From an optimization exercise on the open Yosys and OpenROAD flow, aimed at small area; shortcuts taken in it are not production practice.
RTL that was checked went through simulation tests only; none was proved equivalent to the original.
The clock port is modelled as an ideal driver, which makes a skipped or thinned clock tree look cheaper than it is; a real chip needs a root buffer or a tree.
Power and IR drop assume default switching activity.

// kfcu
module kfcu (
    input  wire        clk,
    input  wire        rst,
    input  wire        cmd_valid,
    input  wire [3:0]  cmd_op,
    input  wire [15:0] cmd_arg,
    output wire        cmd_ready,
    output wire        rsp_valid,
    output wire [1:0]  rsp_err,
    output wire [15:0] rsp_data
);
    localparam [6:0] CK_OFS  = 7'h25;
    localparam [2:0] K_STAT = 3'b000;    
    localparam [2:0] K_CK   = 3'b001;    
    localparam [2:0] K_ILL  = 3'b010;    
    localparam [2:0] K_ENC  = 3'b011;    
    localparam [2:0] K_RNG  = 3'b100;    
    localparam [2:0] K_OVR  = 3'b110;    
    localparam [2:0] K_DEC  = 3'b111;    
    reg [6:0] ak;        
    reg [6:0] pos;
    reg [7:0] stored;
    reg [8:0] cd;        
    reg [2:0] kind;
    reg       rvalid;
    wire svalid  = |pos;
    wire pos_end = pos[6] & pos[5] & pos[2] & pos[1] & pos[0];
    wire z_hi    = ~|cmd_arg[15:8];
    wire z_all   = z_hi & ~|cmd_arg[7:0];
    reg       ok;
    reg [2:0] kind_n;
    always @(*) begin
        case (cmd_op)
            4'h0, 4'h5,
            4'h8, 4'h9: ok = z_all;
            4'h1:       ok = ~|cmd_arg[15:9];
            4'h2:       ok = ~|cmd_arg[15:10] & ~cmd_arg[7];
            4'h3, 4'h4: ok = ~|cmd_arg[15:4];
            4'h6, 4'h7: ok = z_hi;
            default:    ok = 1'b0;
        endcase
        if (cmd_op[3] & (cmd_op[2] | cmd_op[1]))
            kind_n = K_ILL;
        else if (!ok)
            kind_n = K_RNG;
        else if (cmd_op == 4'h7 && pos_end)
            kind_n = K_OVR;
        else if (cmd_op == 4'h9)
            kind_n = K_STAT;
        else if (cmd_op[3] | cmd_op[2] & (cmd_op[1] | cmd_op[0]))
            kind_n = K_CK;
        else if (cmd_op[1])
            kind_n = K_DEC;
        else
            kind_n = K_ENC;
  ...
Size in the first run: about 35 flip-flops, about 43 I/O pins.
export LEC_CHECK = 0
export CAP_MARGIN = 20
export CORE_MARGIN = 2
export CORE_UTILIZATION = 40
export PLACE_DENSITY = 0.6
export SLEW_MARGIN = 20
create_clock -name core_clock -period 6.0 [get_ports {clk}]
standard.sh (not shown) runs the stock make flow with config.mk's settings and CLKGATE_MAP_FILE= SYNTH_SCRIPT=/design/flow/synth_recipe.tcl, a recipe that flattens the netlist after the stock synthesis.
==> flow/flow/run.sh <==
#!/bin/bash
# Own layout flow: the standard ORFS flow (standard.sh) with
#  - an area-oriented ABC mapping script in synthesis (the rest of the
#    synthesis, and so the registers and their names, is unchanged),
#  - port buffers, and the buffer synthesis puts on the constant output,
#    of the smallest buffer cell (buf_1),
#  - a clock tree of a few clock buffers fed from the clock port, built
#    after CTS in place of its H-tree (the design has 35 registers).
# Each tool run's output goes to its own log file in this folder.
set -euo pipefail
W=$(pwd)
rm -rf "$W/scripts_syn"
cp -r "$FLOW_HOME/scripts" "$W/scripts_syn"
cp "$W/flow/abc.script" "$W/scripts_syn/abc_speed.script"
cat > "$W/own_synth.tcl" <<EOT
set ::env(SCRIPTS_DIR) $W/scripts_syn
set ::env(MIN_BUF_CELL_AND_PORTS) "sky130_fd_sc_hd__buf_1 A X"
source $W/synth_recipe.tcl
EOT
sed "s#SYNTH_SCRIPT=[^ ]*#SYNTH_SCRIPT=$W/own_synth.tcl#" standard.sh > own.sh
grep -q own_synth.tcl own.sh
export BUFFER_PORTS_ARGS="-buffer_cell sky130_fd_sc_hd__buf_1"
export CTS_ARGS="-sink_clustering_enable -repair_clock_nets -dont_use_dummy_load"
export POST_CTS_TCL="$W/flow/clock_buffers.tcl"
export KF_CLKBUF_CELL=${KF_CLKBUF_CELL:-sky130_fd_sc_hd__clkbuf_4}
export KF_CLKBUF_COUNT=${KF_CLKBUF_COUNT:-4}
bash own.sh synth > synth.log 2>&1
bash own.sh floorplan > floorplan.log 2>&1
bash own.sh place > place.log 2>&1
bash own.sh cts > cts.log 2>&1
bash own.sh route > route.log 2>&1
bash own.sh finish > finish.log 2>&1
==> flow/flow/clock_buffers.tcl <==
# Replace the clock tree that CTS built with k clock buffers driven straight
# from the clock port, each driving one band of the register clock pins.
proc kf_clock_buffers { cell k } {
  set block [ord::get_db_block]
  set clk [$block findNet clk]
  set sinks {}
  set tree_insts {}
  set tree_nets {}
  set todo [list $clk]
  while { [llength $todo] } {
    set net [lindex $todo 0]
    set todo [lrange $todo 1 end]
    foreach it [$net getITerms] {
      if { [$it isOutputSignal] } { continue }
      set inst [$it getInst]
      set m [[$inst getMaster] getName]
      if { [string match "sky130_fd_sc_hd__clkbuf_*" $m] || [string match "sky130_fd_sc_hd__clkinv*" $m] || [string match "sky130_fd_sc_hd__buf_*" $m] } {
        lappend tree_insts $inst
        foreach o [$inst getITerms] {
          if { [$o isOutputSignal] && [$o getNet] ne "NULL" } {
            lappend tree_nets [$o getNet]
            lappend todo [$o getNet]
          }
        }
      } else {
        lappend sinks $it
      }
    }
  }
  puts "kf_clock_buffers: [llength $sinks] sinks, removing [llength $tree_insts] tree cells"
  set pts {}
  foreach it $sinks {
    set loc [[$it getInst] getLocation]
    lappend pts [list $it [lindex $loc 0] [lindex $loc 1]]
    $it disconnect
  }
  foreach inst $tree_insts { odb::dbInst_destroy $inst }
  foreach net $tree_nets { odb::dbNet_destroy $net }
  # k groups: sort by y into bands, which suits a small square core
  set pts [lsort -integer -index 2 $pts]
  set n [llength $pts]
  set master [[ord::get_db] findMaster $cell]
  for { set g 0 } { $g < $k } { incr g } {
    set lo [expr {($g * $n) / $k}]
    set hi [expr {(($g + 1) * $n) / $k - 1}]
    set grp [lrange $pts $lo $hi]
    set buf [odb::dbInst_create $block $master clkroot_buf_$g]
    set net [odb::dbNet_create $block clkroot_net_$g]
    $net setSigType CLOCK
    [$buf findITerm A] connect $clk
    [$buf findITerm X] connect $net
    set sx 0; set sy 0
    foreach p $grp {
      [lindex $p 0] connect $net
      set sx [expr {$sx + [lindex $p 1]}]
      set sy [expr {$sy + [lindex $p 2]}]
    }
    set m [llength $grp]
    $buf setLocation [expr {$sx / $m}] [expr {$sy / $m}]
    $buf setPlacementStatus PLACED
  }
}

kf_clock_buffers $::env(KF_CLKBUF_CELL) $::env(KF_CLKBUF_COUNT)
detailed_placement
check_placement -verbose
estimate_parasitics -placement
report_clock_skew
report_check_types -max_slew -max_capacitance
Other scripts of this flow, unchanged in this note and not shown: flow/flow/abc.script
Next try:
--- a/flow/flow/run.sh
+++ b/flow/flow/run.sh
@@ -24,4 +24,4 @@
 export POST_CTS_TCL="$W/flow/clock_buffers.tcl"
-export KF_CLKBUF_CELL=${KF_CLKBUF_CELL:-sky130_fd_sc_hd__clkbuf_4}
-export KF_CLKBUF_COUNT=${KF_CLKBUF_COUNT:-4}
+export KF_CLKBUF_CELL=sky130_fd_sc_hd__clkbuf_4
+export KF_CLKBUF_COUNT=4
 bash own.sh synth > synth.log 2>&1
Settings changed: CORE_UTILIZATION 40 to 50, PLACE_DENSITY 0.6 to 0.85.
What happened: Register-to-register slack gains 0.04 ns; flip-flop and latch count stays the same; power fell slightly; setup slack gains 0.15 ns; die area fell by about a fifth; final cell count fell slightly; global-route usage rose by 2.3 points; wire length fell slightly; worst hold slack loses 0.0045 ns.
No run of this note takes its clock network from TritonCTS; it comes from the design's own scripts or RTL.


job 103:
kfcu, a different RTL version from the one above (not shown whole).
==> flow/design.v (excerpt) <==
module kfcu (
    input  wire        clk,
    input  wire        rst,
    input  wire        cmd_valid,
    input  wire [3:0]  cmd_op,
    input  wire [15:0] cmd_arg,
    output wire        cmd_ready,
    output wire        rsp_valid,
    output wire [1:0]  rsp_err,
    output wire [15:0] rsp_data
);
Settings: LEC_CHECK=0, CAP_MARGIN=20, CORE_MARGIN=2, CORE_UTILIZATION=40, PLACE_DENSITY=0.6, SLEW_MARGIN=20; clock period 6.0 ns.
run.sh (not shown) runs the stock make flow with config.mk's settings and CLKGATE_MAP_FILE= SYNTH_SCRIPT=/design/flow/synth_recipe.tcl, a recipe that flattens the netlist after the stock synthesis.
Stock flow here: none of the scripts above is used.
Job 103: done, clean on timing, DRC and antenna
### job 103 -> job 102
==> flow/flow/run.sh (new file) <==
#!/bin/bash
# Own layout flow: the standard ORFS flow with
#  - an area-oriented ABC mapping script in synthesis (registers unchanged),
#  - port buffers of the smallest buffer cell,
#  - CTS without dummy loads.
set -euo pipefail
W=$(pwd)
# Copy of the ORFS scripts with our ABC script, used only by synthesis.
rm -rf "$W/scripts_syn"
cp -r "$FLOW_HOME/scripts" "$W/scripts_syn"
cp "$W/flow/abc.script" "$W/scripts_syn/abc_speed.script"
cat > "$W/own_synth.tcl" <<EOT
set ::env(SCRIPTS_DIR) $W/scripts_syn
source $W/synth_recipe.tcl
EOT
sed "s#SYNTH_SCRIPT=[^ ]*#SYNTH_SCRIPT=$W/own_synth.tcl#" standard.sh > own.sh
grep -q own_synth.tcl own.sh
export BUFFER_PORTS_ARGS="-buffer_cell sky130_fd_sc_hd__buf_1"
export CTS_ARGS="-sink_clustering_enable -repair_clock_nets -dont_use_dummy_load"
bash own.sh synth > synth.log 2>&1
bash own.sh > layout.log 2>&1
==> flow/flow/abc.script (new file) <==
strash
dch -f
map -a
&get -n
&st
&dch
&nf -R 1000
&put
topo
dnsize
==> flow/standard.sh (new file) <==
#!/bin/bash
# synth_recipe.tcl (not shown) runs the flow's synth.tcl, then flattens the netlist and writes it again
# the make line also repeats each setting of config.mk as NAME=value (left out here)
make -C /OpenROAD-flow-scripts/flow DESIGN_CONFIG=/design/flow/config.mk WORK_HOME=/design/flow/orfs CLKGATE_MAP_FILE= SYNTH_SCRIPT=/design/flow/synth_recipe.tcl "${@:-finish}"
removed: flow/run.sh
- There was hardly any difference in highest ir drop seen on vdd between job 103 and job 102.
- The end of the critical path comes out rsp_data[9] in one run and rsp_data[7] in the other, namely in job 102 and job 103 respectively.
- Going from job 103 to job 102, share of cell area taken by muxes after synthesis fell 0.96 points, global-route wire length before repair now sits lower.
Function was not checked in any run of this note: the RTL went through the layout flow alone.


The RTL this note starts from:
==> flow/design.v <==
module kfcu (
    input  wire        clk,
    input  wire        rst,
    input  wire        cmd_valid,
    input  wire [3:0]  cmd_op,
    input  wire [15:0] cmd_arg,
    output wire        cmd_ready,
    output wire        rsp_valid,
    output wire [1:0]  rsp_err,
    output wire [15:0] rsp_data
);
    localparam [6:0] CK_OFS  = 7'h25;
    localparam [2:0] K_STAT = 3'b000;    
    localparam [2:0] K_CK   = 3'b001;    
    localparam [2:0] K_ILL  = 3'b010;    
    localparam [2:0] K_ENC  = 3'b011;    
    localparam [2:0] K_RNG  = 3'b100;    
    localparam [2:0] K_OVR  = 3'b110;    
    localparam [2:0] K_DEC  = 3'b111;    
    reg [6:0] ak;        
    reg [6:0] pos;
    reg [7:0] stored;
    reg [8:0] cd;        
    reg [2:0] kind;
    reg       rvalid;
    wire svalid  = |pos;
    wire pos_end = pos[6] & pos[5] & pos[2] & pos[1] & pos[0];
    wire z_hi    = ~|cmd_arg[15:8];
    wire z_all   = z_hi & ~|cmd_arg[7:0];
    reg       ok;
    reg [2:0] kind_n;
    always @(*) begin
        case (cmd_op)
            4'h0, 4'h5,
            4'h8, 4'h9: ok = z_all;
            4'h1:       ok = ~|cmd_arg[15:9];
            4'h2:       ok = ~|cmd_arg[15:10] & ~cmd_arg[7];
            4'h3, 4'h4: ok = ~|cmd_arg[15:4];
            4'h6, 4'h7: ok = z_hi;
            default:    ok = 1'b0;
        endcase
        if (cmd_op[3] & (cmd_op[2] | cmd_op[1]))
            kind_n = K_ILL;
        else if (!ok)
            kind_n = K_RNG;
        else if (cmd_op == 4'h7 && pos_end)
            kind_n = K_OVR;
        else if (cmd_op == 4'h9)
            kind_n = K_STAT;
        else if (cmd_op[3] | cmd_op[2] & (cmd_op[1] | cmd_op[0]))
            kind_n = K_CK;
        else if (cmd_op[1])
            kind_n = K_DEC;
        else
            kind_n = K_ENC;
    end
    wire done   = ok & ~(cmd_op == 4'h7 && pos_end);
    wire do_clr = done & (cmd_op == 4'h5);
    wire do_add = done & ((cmd_op == 4'h6) | ((cmd_op == 4'h7) & svalid));
    wire do_inc = done & (cmd_op == 4'h7);
    wire       add_en = cmd_valid & do_add;
    wire       inc_en = cmd_valid & do_inc;
    wire       clr    = rst | (cmd_valid & do_clr);
    wire [6:0] addend = cmd_arg[6:0] & {7{add_en}};
    wire [7:0] ac;
    wire [6:0] ak_sum;
    wire [7:0] pc;
    wire [6:0] pos_inc;
    assign ac[0] = 1'b0;
    assign pc[0] = inc_en;
    genvar i;
    generate
        for (i = 0; i < 7; i = i + 1) begin : g_add
            assign ak_sum[i]  = ak[i] ^ addend[i] ^ ac[i];
            assign ac[i+1]    = (ak[i] & addend[i]) | (ak[i] & ac[i]) | (addend[i] & ac[i]);
            assign pos_inc[i] = pos[i] ^ pc[i];
            assign pc[i+1]    = pos[i] & pc[i];
        end
    endgenerate
    always @(posedge clk) begin
        if (clr) begin
            ak  <= CK_OFS;
            pos <= 7'd0;
        end else begin
            ak  <= ak_sum;
            pos <= pos_inc;
        end
        if (!svalid)
            stored <= cmd_arg[7:0];
        if (cmd_valid)
            cd <= {cmd_arg[8], cmd_arg[7] | cmd_arg[9], cmd_arg[6:0]};
        if (rst)
            kind <= K_STAT;
        else if (cmd_valid)
            kind <= kind_n;
        rvalid <= ~rst & cmd_valid;
    end
    wire sel_st  = (kind == K_STAT);
    wire sel_ck  = (kind == K_CK);
    wire sel_enc = (kind == K_ENC);
    wire sel_dec = (kind == K_DEC);
    wire sel_cd  = kind[1] & kind[0];
    wire st_sv   = sel_st & svalid;
    assign cmd_ready = 1'b1;
    assign rsp_valid = rvalid;
    assign rsp_err   = kind[2:1] & {2{~kind[0]}};
    assign rsp_data  = {{8{st_sv}} & stored, 8'h00}
                     | {6'd0, sel_enc & cd[8], sel_cd & cd[7], sel_dec & cd[8], 7'd0}
                     | {8'd0, st_sv, {7{sel_st}} & pos}
                     | {9'd0, {7{sel_ck}} & ak}
                     | {9'd0, {7{sel_cd}} & cd[6:0]};
endmodule
Settings: LEC_CHECK=0, CAP_MARGIN=20, CORE_MARGIN=2, CORE_UTILIZATION=40, PLACE_DENSITY=0.6, SLEW_MARGIN=20; clock period 6.0 ns.
standard.sh (not shown) runs the stock make flow with config.mk's settings and CLKGATE_MAP_FILE= SYNTH_SCRIPT=/design/flow/synth_recipe.tcl, a recipe that flattens the netlist after the stock synthesis.
==> flow/flow/run.sh <==
#!/bin/bash
# Own layout flow: the standard ORFS flow (standard.sh) with
#  - an area-oriented ABC mapping script in synthesis (the rest of the
#    synthesis, and so the registers and their names, is unchanged),
#  - port buffers, and the buffer synthesis puts on the constant output,
#    of the smallest buffer cell (buf_1),
#  - a clock tree of a few clock buffers fed from the clock port, built
#    after CTS in place of its H-tree (the design has 35 registers).
# Each tool run's output goes to its own log file in this folder.
set -euo pipefail
W=$(pwd)
rm -rf "$W/scripts_syn"
cp -r "$FLOW_HOME/scripts" "$W/scripts_syn"
cp "$W/flow/abc.script" "$W/scripts_syn/abc_speed.script"
cat > "$W/own_synth.tcl" <<EOT
set ::env(SCRIPTS_DIR) $W/scripts_syn
set ::env(MIN_BUF_CELL_AND_PORTS) "sky130_fd_sc_hd__buf_1 A X"
source $W/synth_recipe.tcl
EOT
sed "s#SYNTH_SCRIPT=[^ ]*#SYNTH_SCRIPT=$W/own_synth.tcl#" standard.sh > own.sh
grep -q own_synth.tcl own.sh
export BUFFER_PORTS_ARGS="-buffer_cell sky130_fd_sc_hd__buf_1"
export CTS_ARGS="-sink_clustering_enable -repair_clock_nets -dont_use_dummy_load"
export POST_CTS_TCL="$W/flow/clock_buffers.tcl"
export KF_CLKBUF_CELL=${KF_CLKBUF_CELL:-sky130_fd_sc_hd__clkbuf_4}
export KF_CLKBUF_COUNT=${KF_CLKBUF_COUNT:-3}
bash own.sh synth > synth.log 2>&1
bash own.sh floorplan > floorplan.log 2>&1
bash own.sh place > place.log 2>&1
bash own.sh cts > cts.log 2>&1
bash own.sh route > route.log 2>&1
bash own.sh finish > finish.log 2>&1
==> flow/flow/abc.script <==
strash
dch -f
map -a
&get -n
&st
&dch
&nf -R 1000
&put
topo
dnsize
Scripts as last shown in full above: flow/flow/clock_buffers.tcl
Change:
--- a/flow/flow/run.sh
+++ b/flow/flow/run.sh
@@ -23,6 +23,6 @@
 export CTS_ARGS="-sink_clustering_enable -repair_clock_nets -dont_use_dummy_load"
 export POST_CTS_TCL="$W/flow/clock_buffers.tcl"
-export KF_CLKBUF_CELL=${KF_CLKBUF_CELL:-sky130_fd_sc_hd__clkbuf_4}
-export KF_CLKBUF_COUNT=${KF_CLKBUF_COUNT:-3}
+export KF_CLKBUF_CELL=${KF_CLKBUF_CELL:-sky130_fd_sc_hd__clkbuf_8}
+export KF_CLKBUF_COUNT=${KF_CLKBUF_COUNT:-2}
 bash own.sh synth > synth.log 2>&1
 bash own.sh floorplan > floorplan.log 2>&1
CORE_UTILIZATION = 70   (was 40)
PLACE_DENSITY = 0.85   (was 0.6)
Outcome:
- routed wire length rose by 7.5%
- area after synthesis does not change
- via count rose by 6.5%
- register-to-register slack degrades by 140 ps
- sequential share of layout area rose by 0.85 points
Change:
--- a/flow/flow/run.sh
+++ b/flow/flow/run.sh
@@ -23,6 +23,6 @@
 export CTS_ARGS="-sink_clustering_enable -repair_clock_nets -dont_use_dummy_load"
 export POST_CTS_TCL="$W/flow/clock_buffers.tcl"
-export KF_CLKBUF_CELL=${KF_CLKBUF_CELL:-sky130_fd_sc_hd__clkbuf_8}
-export KF_CLKBUF_COUNT=${KF_CLKBUF_COUNT:-2}
+export KF_CLKBUF_CELL=${KF_CLKBUF_CELL:-sky130_fd_sc_hd__clkbuf_4}
+export KF_CLKBUF_COUNT=${KF_CLKBUF_COUNT:-4}
 bash own.sh synth > synth.log 2>&1
 bash own.sh floorplan > floorplan.log 2>&1
CORE_UTILIZATION = 40   (was 70)
GPL_TIMING_DRIVEN = 0   (was unset)
PLACE_DENSITY = 0.6   (was 0.85)
=>
- synthesized cell count is unchanged
- first-iteration DRC count came out lower by 18%
- setup slack improved by 96 ps
- cell count came out higher by 11%
- register-to-register slack improves by 90 ps
- wire length drops by 8.6%
- utilization came out lower by 37 points
- clock skew rose by 4.6 ps
- final area rose by 2.0%
- via count drops by 6.7%
Change:
--- a/flow/flow/run.sh
+++ b/flow/flow/run.sh
@@ -23,6 +23,6 @@
 export CTS_ARGS="-sink_clustering_enable -repair_clock_nets -dont_use_dummy_load"
 export POST_CTS_TCL="$W/flow/clock_buffers.tcl"
-export KF_CLKBUF_CELL=${KF_CLKBUF_CELL:-sky130_fd_sc_hd__clkbuf_4}
-export KF_CLKBUF_COUNT=${KF_CLKBUF_COUNT:-4}
+export KF_CLKBUF_CELL=sky130_fd_sc_hd__clkbuf_4
+export KF_CLKBUF_COUNT=4
 bash own.sh synth > synth.log 2>&1
 bash own.sh floorplan > floorplan.log 2>&1
CORE_AREA = 2.3 2.72 58.88 59.84   (was unset)
CORE_MARGIN = unset   (was 2)
CORE_UTILIZATION = unset   (was 40)
DIE_AREA = 0 0 61.18 62.56   (was unset)
GPL_TIMING_DRIVEN = unset   (was 0)
PLACE_DENSITY = 0.85   (was 0.6)
The new run completed without violations.
Power is lower slightly.
Final area stays flat.
Worst hold slack is about the same.
Via count hardly moves.
Worst setup slack gets better by 130 ps.
Die area decreases by about a fifth.
Area after synthesis is unchanged.
Change:
--- a/flow/flow/run.sh
+++ b/flow/flow/run.sh
@@ -23,6 +23,6 @@
 export CTS_ARGS="-sink_clustering_enable -repair_clock_nets -dont_use_dummy_load"
 export POST_CTS_TCL="$W/flow/clock_buffers.tcl"
-export KF_CLKBUF_CELL=sky130_fd_sc_hd__clkbuf_4
-export KF_CLKBUF_COUNT=4
+export KF_CLKBUF_CELL=${KF_CLKBUF_CELL:-sky130_fd_sc_hd__clkbuf_4}
+export KF_CLKBUF_COUNT=${KF_CLKBUF_COUNT:-3}
 bash own.sh synth > synth.log 2>&1
 bash own.sh floorplan > floorplan.log 2>&1
CORE_AREA = unset   (was 2.3 2.72 58.88 59.84)
CORE_MARGIN = 2   (was unset)
CORE_UTILIZATION = 70   (was unset)
DIE_AREA = unset   (was 0 0 61.18 62.56)
The changed run ran to the end with no violations.
Setup slack gets worse by 210 ps.
Clock power fell by 7.8%.
Sequential power stays flat.
Final cell count is lower by 8.0%.
Synthesized area stays the same.
Global-route usage rises by 12 points.
Critical path depth stays the same.
Total power fell by 1.5%.
Cell area shrinks by 1.9%.
Fmax came out lower by 3.8%.
Change:
--- a/flow/flow/run.sh
+++ b/flow/flow/run.sh
@@ -24,5 +24,5 @@
 export POST_CTS_TCL="$W/flow/clock_buffers.tcl"
 export KF_CLKBUF_CELL=${KF_CLKBUF_CELL:-sky130_fd_sc_hd__clkbuf_4}
-export KF_CLKBUF_COUNT=${KF_CLKBUF_COUNT:-3}
+export KF_CLKBUF_COUNT=${KF_CLKBUF_COUNT:-4}
 bash own.sh synth > synth.log 2>&1
 bash own.sh floorplan > floorplan.log 2>&1
CAP_MARGIN = 0   (was 20)
CORE_UTILIZATION = 40   (was 70)
GPL_TIMING_DRIVEN = 0   (was unset)
PLACE_DENSITY = 0.6   (was 0.85)
SLEW_MARGIN = 0   (was 20)
Result:
- The changed run completed with no timing, DRC or antenna violations
- fmax rose by 0.39%
- die area rose by 69%
- power rose by 2.6%
- sequential share of layout area fell by 0.91 points
- wire length fell by 5.9%
- via count fell by 8.1%
- synthesized cell count is unchanged
- first-iteration DRC count fell by 1.1%
- worst hold slack gets worse by 17 ps
- worst setup slack gets better by 22 ps
- combinational power fell by about 4%
In every run of this note, the design's own scripts or RTL, not TritonCTS, make the clock network.

[separate check: timing with driven ports]
The results above use ideal ports. As a check the final layouts listed here were re-extracted and re-timed, cells and wires unchanged. Step 1 sets driving cells, clkbuf_16 on the clock port and buf_2 on the other inputs (assumed; they add their load-dependent delay and slew). Step 2 moves the port delays by t, midway between the first and last clock arrival at a register: inputs arrive t later, outputs are due t later. That takes back most of the time a late clock gives input paths. a / b / c = ideal / step 1 / step 2; a / b = the first two.
| run | t (ns) | setup slack, ns | worst setup path after step 2 | worst slew at a driven data input, ns |
|---|---|---|---|---|
| the first run of note 1 | 0.190 | 0.500 / 0.516 / 0.326 | input to register | 0.03 |
| the second run of note 1 | 0.191 | 0.649 / 0.666 / 0.476 | input to register | 0.03 |
| job 103 | 0.306 | 2.126 / 2.100 / 1.896 | input to register | 0.04 |
| job 102 | 0.305 | 2.423 / 2.396 / 2.218 | input to register | 0.03 |
| the first run of note 3 | 0.207 | 0.561 / 0.576 / 0.369 | input to register | 0.04 |
| the second run of note 3 | 0.194 | 0.433 / 0.446 / 0.253 | input to register | 0.04 |
| the third run of note 3 | 0.196 | 0.529 / 0.545 / 0.349 | input to register | 0.03 |
| the fourth run of note 3 | 0.192 | 0.659 / 0.673 / 0.481 | input to register | 0.03 |
| the fifth run of note 3 | 0.204 | 0.449 / 0.459 / 0.255 | input to register | 0.04 |
| the sixth run of note 3 | 0.196 | 0.471 / 0.484 / 0.289 | input to register | 0.03 |
After both steps every run listed still meets setup and hold. The setup slack of job 103, which loses most, moves by -0.026 ns with the drivers and by -0.230 ns with both steps.
